What follows belongs to an exercise in optimizing a design on an open flow for small area; a production flow would make more cautious choices. In this exercise RTL edits were held to simulation tests only and were not proved equivalent to the original. Power figures rest on the tool's default switching activity, not on a simulated workload.

## iot_sae
module iot_sae (
    input  wire        clk,
    input  wire        rst,             
    input  wire        FAULT_POLICY,    
    output wire        bus_req,
    input  wire        bus_ack,
    output wire [2:0]  bus_op,
    output wire        bus_cont,
    output wire [7:0]  bus_cmd,
    output wire [63:0] bus_addr,
    input  wire [1:0]  bus_status,
    input  wire [7:0]  bus_rdata,
    input  wire [63:0] bus_raddr,
    output wire        pin_req,
    input  wire        pin_ack,
    output wire        pin_op,
    output wire        pin_level,
    output wire        pin_ch,
    input  wire        pin_err,
    input  wire [9:0]  adc_data,
    output wire        pers_req,
    input  wire        pers_ack,
    output wire [7:0]  pers_sid,
    output wire [1:0]  pers_vkind,
    output wire [38:0] pers_vnum,
    input  wire        pers_err,
    output wire        dly_req,
    input  wire        dly_ack,
    output wire [25:0] dly_us,
    output wire        diag_valid,
    output wire [7:0]  diag_sid,
    output wire [3:0]  diag_kind,
    output wire [3:0]  st,
    output wire [3:0]  ph,
    output wire        fault,
    output wire [3:0]  fault_code,
    output wire [7:0]  fault_sid,
    output wire [7:0]  pidx
);
Settings: LEC_CHECK=0, CAP_MARGIN=20, CORE_MARGIN=2, CORE_UTILIZATION=45, PLACE_DENSITY=0.75, SLEW_MARGIN=20; clock period 18.0 ns.
standard.sh (not shown) runs the stock make flow with config.mk's settings and CLKGATE_MAP_FILE= SYNTH_SCRIPT=/design/flow/synth_recipe.tcl, a recipe that flattens the netlist after the stock synthesis.
==> flow/flow/run.sh <==
#!/bin/bash
# The standard layout with these changes:
#  - synthesis maps the logic with an area-oriented ABC script (flow/area.abc);
#    everything else in synthesis, registers included, is the standard one
#  - ports are buffered with the smallest buffer cell
#  - clock tree synthesis uses small buffers and inserts no dummy loads
set -euo pipefail
W=$PWD
{
  echo 'proc synth {args} { yosys synth -nofsm -noshare {*}$args }'
  echo "proc abc {args} { set i [lsearch -exact \$args -script]; if {\$i >= 0} { lset args [expr {\$i + 1}] $W/flow/area.abc }; yosys abc {*}\$args }"
  tail -n +2 synth_recipe.tcl
} > my_synth.tcl
sed -e "s#SYNTH_SCRIPT=[^ ]*#SYNTH_SCRIPT=$W/my_synth.tcl#" standard.sh > my_standard.sh
export BUFFER_PORTS_ARGS="-buffer_cell sky130_fd_sc_hd__buf_1"
export CTS_ARGS="-sink_clustering_enable -repair_clock_nets -dont_use_dummy_load -buf_list sky130_fd_sc_hd__clkbuf_8 -root_buf sky130_fd_sc_hd__clkbuf_8 -sink_clustering_size 20 -sink_clustering_max_diameter 35"
bash my_standard.sh > standard.log 2>&1
==> flow/flow/area.abc <==
strash; dc2; strash; dch -f; amap; strash; dch -f; amap; mfs2 -a; strash; dch -f; amap; mfs2 -a; strash; dch -f; amap; topo
Edit:
--- a/flow/flow/run.sh
+++ b/flow/flow/run.sh
@@ -16 +16 @@
-export CTS_ARGS="-sink_clustering_enable -repair_clock_nets -dont_use_dummy_load -buf_list sky130_fd_sc_hd__clkbuf_8 -root_buf sky130_fd_sc_hd__clkbuf_8 -sink_clustering_size 20 -sink_clustering_max_diameter 35"
+export CTS_ARGS="-sink_clustering_enable -repair_clock_nets -dont_use_dummy_load -buf_list sky130_fd_sc_hd__clkbuf_2 -root_buf sky130_fd_sc_hd__clkbuf_4"
==> flow/flow/area.abc (replaced) <==
strash; dc2; strash; dch -f; map -a; strash; dch -f; map -a; mfs2 -a; strash; dch -f; map -a; mfs2 -a; strash; dch -f; amap; topo
Settings changed: CORE_UTILIZATION 45 to 50, PLACE_DENSITY 0.75 to default.
The new run finished clean.
Setup slack is better by 71 ps.
Clock-buffer cell count rose by 35.
Synthesized area went up by 0.39%.
Flip-flop and latch count is unchanged.
Worst hold slack gets worse by 17 ps.
Routed wire length hardly moves.
Core utilization rises by 5.1 points.
Power grows by 1.1%.
Non-clock buffer count went down by 2.
Global-route usage came out higher by 2.5 points.
Edit:
--- a/flow/flow/run.sh
+++ b/flow/flow/run.sh
@@ -16 +16,2 @@
-export CTS_ARGS="-sink_clustering_enable -repair_clock_nets -dont_use_dummy_load -buf_list sky130_fd_sc_hd__clkbuf_2 -root_buf sky130_fd_sc_hd__clkbuf_4"
+export SKIP_REPAIR_TIE_FANOUT=1
+export CTS_ARGS="-sink_clustering_enable -repair_clock_nets -dont_use_dummy_load -buf_list sky130_fd_sc_hd__clkbuf_4 -root_buf sky130_fd_sc_hd__clkbuf_4 -sink_clustering_size 11 -sink_clustering_max_diameter 40"
==> flow/flow/area.abc (replaced) <==
strash; dc2; strash; dch -f; amap; strash; dch -f; amap; mfs2 -a; strash; dch -f; amap; mfs2 -a; strash; dch -f; amap; topo
Settings changed: CORE_UTILIZATION 50 to 45, PLACE_DENSITY from default to 0.75.
The changed run went through all stages and came out clean.
Cell area fell by 1.4%.
Sequential power barely changes.
First-iteration DRC count fell by 2.4%.
Edit:
--- a/flow/flow/run.sh
+++ b/flow/flow/run.sh
@@ -16 +15,0 @@
-export SKIP_REPAIR_TIE_FANOUT=1
After rerunning: Clock power fell by about 2%; via count climbs by 1.6%; worst setup slack gains 99 ps; total power is about the same; non-clock buffer count is unchanged; synthesized cell count does not change; core utilization rose by 0.38 points; design area climbs by 0.74%.

== lagoon ==
iot_sae again, from the RTL that the note above started with.
==> flow/design.v (excerpt) <==
module iot_sae (
    input  wire        clk,
    input  wire        rst,             
    input  wire        FAULT_POLICY,    
    output wire        bus_req,
    input  wire        bus_ack,
    output wire [2:0]  bus_op,
    output wire        bus_cont,
    output wire [7:0]  bus_cmd,
    output wire [63:0] bus_addr,
    input  wire [1:0]  bus_status,
    input  wire [7:0]  bus_rdata,
    input  wire [63:0] bus_raddr,
    output wire        pin_req,
    input  wire        pin_ack,
    output wire        pin_op,
    output wire        pin_level,
    output wire        pin_ch,
    input  wire        pin_err,
    input  wire [9:0]  adc_data,
    output wire        pers_req,
    input  wire        pers_ack,
    output wire [7:0]  pers_sid,
    output wire [1:0]  pers_vkind,
    output wire [38:0] pers_vnum,
    input  wire        pers_err,
    output wire        dly_req,
    input  wire        dly_ack,
    output wire [25:0] dly_us,
    output wire        diag_valid,
    output wire [7:0]  diag_sid,
    output wire [3:0]  diag_kind,
    output wire [3:0]  st,
    output wire [3:0]  ph,
    output wire        fault,
    output wire [3:0]  fault_code,
    output wire [7:0]  fault_sid,
    output wire [7:0]  pidx
);
export LEC_CHECK = 0
export CAP_MARGIN = 20
export CORE_MARGIN = 2
export CORE_UTILIZATION = 50
export SLEW_MARGIN = 20
create_clock -name core_clock -period 18.0 [get_ports {clk}]
==> flow/flow/run.sh <==
#!/bin/bash
# The standard layout with these changes:
#  - synthesis maps the logic with an area-oriented ABC script (flow/area.abc);
#    everything else in synthesis, registers included, is the standard one
#  - ports are buffered with the smallest buffer cell
#  - clock tree synthesis uses small buffers and inserts no dummy loads
set -euo pipefail
W=$PWD
{
  echo 'proc synth {args} { yosys synth -nofsm -noshare {*}$args }'
  echo "proc abc {args} { set i [lsearch -exact \$args -script]; if {\$i >= 0} { lset args [expr {\$i + 1}] $W/flow/area.abc }; yosys abc {*}\$args }"
  tail -n +2 synth_recipe.tcl
} > my_synth.tcl
sed -e "s#SYNTH_SCRIPT=[^ ]*#SYNTH_SCRIPT=$W/my_synth.tcl#" standard.sh > my_standard.sh
export BUFFER_PORTS_ARGS="-buffer_cell sky130_fd_sc_hd__buf_1"
export CTS_ARGS="-sink_clustering_enable -repair_clock_nets -dont_use_dummy_load -buf_list sky130_fd_sc_hd__clkbuf_4 -root_buf sky130_fd_sc_hd__clkbuf_4 -sink_clustering_size 10 -sink_clustering_max_diameter 50"
bash my_standard.sh > standard.log 2>&1
==> flow/flow/area.abc <==
strash; dc2; strash; dch -f; amap; strash; dch -f; amap; mfs2 -a; strash; dch -f; amap; mfs2 -a; strash; dch -f; amap; topo
lagoon: no failed stages, no open violations at the end
Here is what was changed in the inputs of yarrow compared with lagoon.
==> flow/flow/area.abc <==
strash; dc2; strash; dch -f; map -a; strash; dch -f; map -a; mfs2 -a; strash; dch -f; map -a; mfs2 -a; strash; dch -f; amap; topo
--- outcome ---
Per the final summary, yarrow finished and its layout is clean on timing, DRC and antenna.
The overall power reported for yarrow is greater than that of lagoon by about 4.5%.
The run showing the smaller part of the power in combinational logic is lagoon.
Routed wire length (higher): lagoon
Summary of yarrow over lagoon: HPWL reported at the end of detailed placement lower; total number of vias higher.

Setup of north:
iot_sae, a different RTL version from the one above (not shown whole).
Size: roughly 1200 cells after synthesis, ~320 flip-flops, ~290 I/O pins.
export LEC_CHECK = 0
export CAP_MARGIN = 20
export CORE_MARGIN = 2
export CORE_UTILIZATION = 45
export CTS_BUF_LIST = sky130_fd_sc_hd__clkbuf_4
export CTS_CLUSTER_DIAMETER = 40
export CTS_CLUSTER_SIZE = 11
export PLACE_DENSITY = 0.75
export SLEW_MARGIN = 20
create_clock -name core_clock -period 18.0 [get_ports {clk}]
run.sh (not shown) runs the stock make flow with config.mk's settings and CLKGATE_MAP_FILE= SYNTH_SCRIPT=/design/flow/synth_recipe.tcl, a recipe that flattens the netlist after the stock synthesis.
Stock flow here: none of the scripts above is used.
Inputs modified between north and south:
Settings: CTS_BUF_LIST removed (was sky130_fd_sc_hd__clkbuf_4); CTS_CLUSTER_SIZE removed (was 11); CTS_CLUSTER_DIAMETER removed (was 40).
==> flow/flow/run.sh (new file) <==
#!/bin/bash
# The standard layout with these changes:
#  - synthesis maps the logic with an area-oriented ABC script (flow/area.abc);
#    everything else in synthesis, registers included, is the standard one
#  - ports are buffered with the smallest buffer cell
#  - clock tree synthesis uses small buffers and inserts no dummy loads
set -euo pipefail
W=$PWD
{
  echo 'proc synth {args} { yosys synth -nofsm -noshare {*}$args }'
  echo "proc abc {args} { set i [lsearch -exact \$args -script]; if {\$i >= 0} { lset args [expr {\$i + 1}] $W/flow/area.abc }; yosys abc {*}\$args }"
  tail -n +2 synth_recipe.tcl
} > my_synth.tcl
sed -e "s#SYNTH_SCRIPT=[^ ]*#SYNTH_SCRIPT=$W/my_synth.tcl#" standard.sh > my_standard.sh
export BUFFER_PORTS_ARGS="-buffer_cell sky130_fd_sc_hd__buf_1"
export CTS_ARGS="-sink_clustering_enable -repair_clock_nets -dont_use_dummy_load -buf_list sky130_fd_sc_hd__clkbuf_4 -root_buf sky130_fd_sc_hd__clkbuf_4 -sink_clustering_size 11 -sink_clustering_max_diameter 40"
bash my_standard.sh > standard.log 2>&1
==> flow/flow/area.abc (new file) <==
strash; dc2; strash; dch -f; amap; strash; dch -f; amap; mfs2 -a; strash; dch -f; amap; mfs2 -a; strash; dch -f; amap; topo
==> flow/standard.sh (new file) <==
#!/bin/bash
# synth_recipe.tcl (not shown) runs the flow's synth.tcl, then flattens the netlist and writes it again
# the make line also repeats each setting of config.mk as NAME=value (left out here)
make -C /OpenROAD-flow-scripts/flow DESIGN_CONFIG=/design/flow/config.mk WORK_HOME=/design/flow/orfs CLKGATE_MAP_FILE= SYNTH_SCRIPT=/design/flow/synth_recipe.tcl "${@:-finish}"
removed: flow/run.sh
--- outcome ---
Status | south and north | clean
Average vias per placed instance: south higher than north
For the combinational power, south came in 23% higher than north did.
north has a higher count of multi-input gates than south.
south vs. north: die area down about 8%; area growth from synthesis to layout went down by 13 points; global routing met3 resource utilization decreased by 0.90 points relative to the old numbers.
Setup changes, south to east
==> flow/flow/area.abc <==
strash; dc2; &get -n; &deepsyn -T 60; &put; strash; dch -f; amap; mfs2 -a; strash; dch -f; amap; topo
## What came out
- Having completed the whole flow, east delivered a layout that passed the timing, design-rule and antenna checks.
- | routed metal-1 wire length | east vs south | ≈ equal |
- Cell count of east exceeds that of south slightly.
- Compared with south, in east area of the die fell 300 um2, layout overhead on the synthesized area was more or less identical, cell area lower.
- Comparing total instance count after detailed placement for east and south, the bigger number came from east.
- Of east and south, the lower utilization belongs to east.
- east vs south — worst clock skew on the final layout rose 3.4 ps.
- Compared with south, east shows a met3 global-route usage that is 1.3 points lower.
- The net count of the finished layout in east was higher than what south gave.

re-timing with driven ports:
How much do the figures lean on ideal ports? The routed layouts below were timed once more, with nothing changed but the port constraints. Step 1: set_driving_cell puts a clkbuf_16 on clk and a buf_2 on each other input, an assumption about the parent block. Step 2 adds t to the input delays and takes it off the output delays; t is the mean of the earliest and latest rising clock arrival at the registers after step 1. Input paths then give back, and output paths get back, about the clock's delay inside the block. Slacks: ideal ports / drivers / drivers and shift; pairs: ideal ports / drivers.
run | t, ns | setup slack, ns | worst slew at a driven data input, ns
the first run of note 1 | 0.567 | 10.527 / 10.526 / 9.959 | 0.07
the second run of note 1 | 0.680 | 10.598 / 10.619 / 9.939 | 0.06
the third run of note 1 | 0.672 | 10.569 / 10.572 / 9.900 | 0.08
the fourth run of note 1 | 0.652 | 10.669 / 10.672 / 10.020 | 0.07
lagoon | 0.658 | 10.691 / 10.693 / 10.034 | 0.06
yarrow | 0.650 | 10.602 / 10.620 / 9.969 | 0.07
north | 0.694 | 10.825 / 10.842 / 10.148 | 0.08
south | 0.657 | 10.425 / 10.439 / 9.782 | 0.06
east | 0.637 | 10.316 / 10.327 / 9.690 | 0.06
After both steps setup and hold are still met in every run listed. The setup slack of north, which loses most, moves by +0.017 ns with the drivers and by -0.677 ns with both steps.
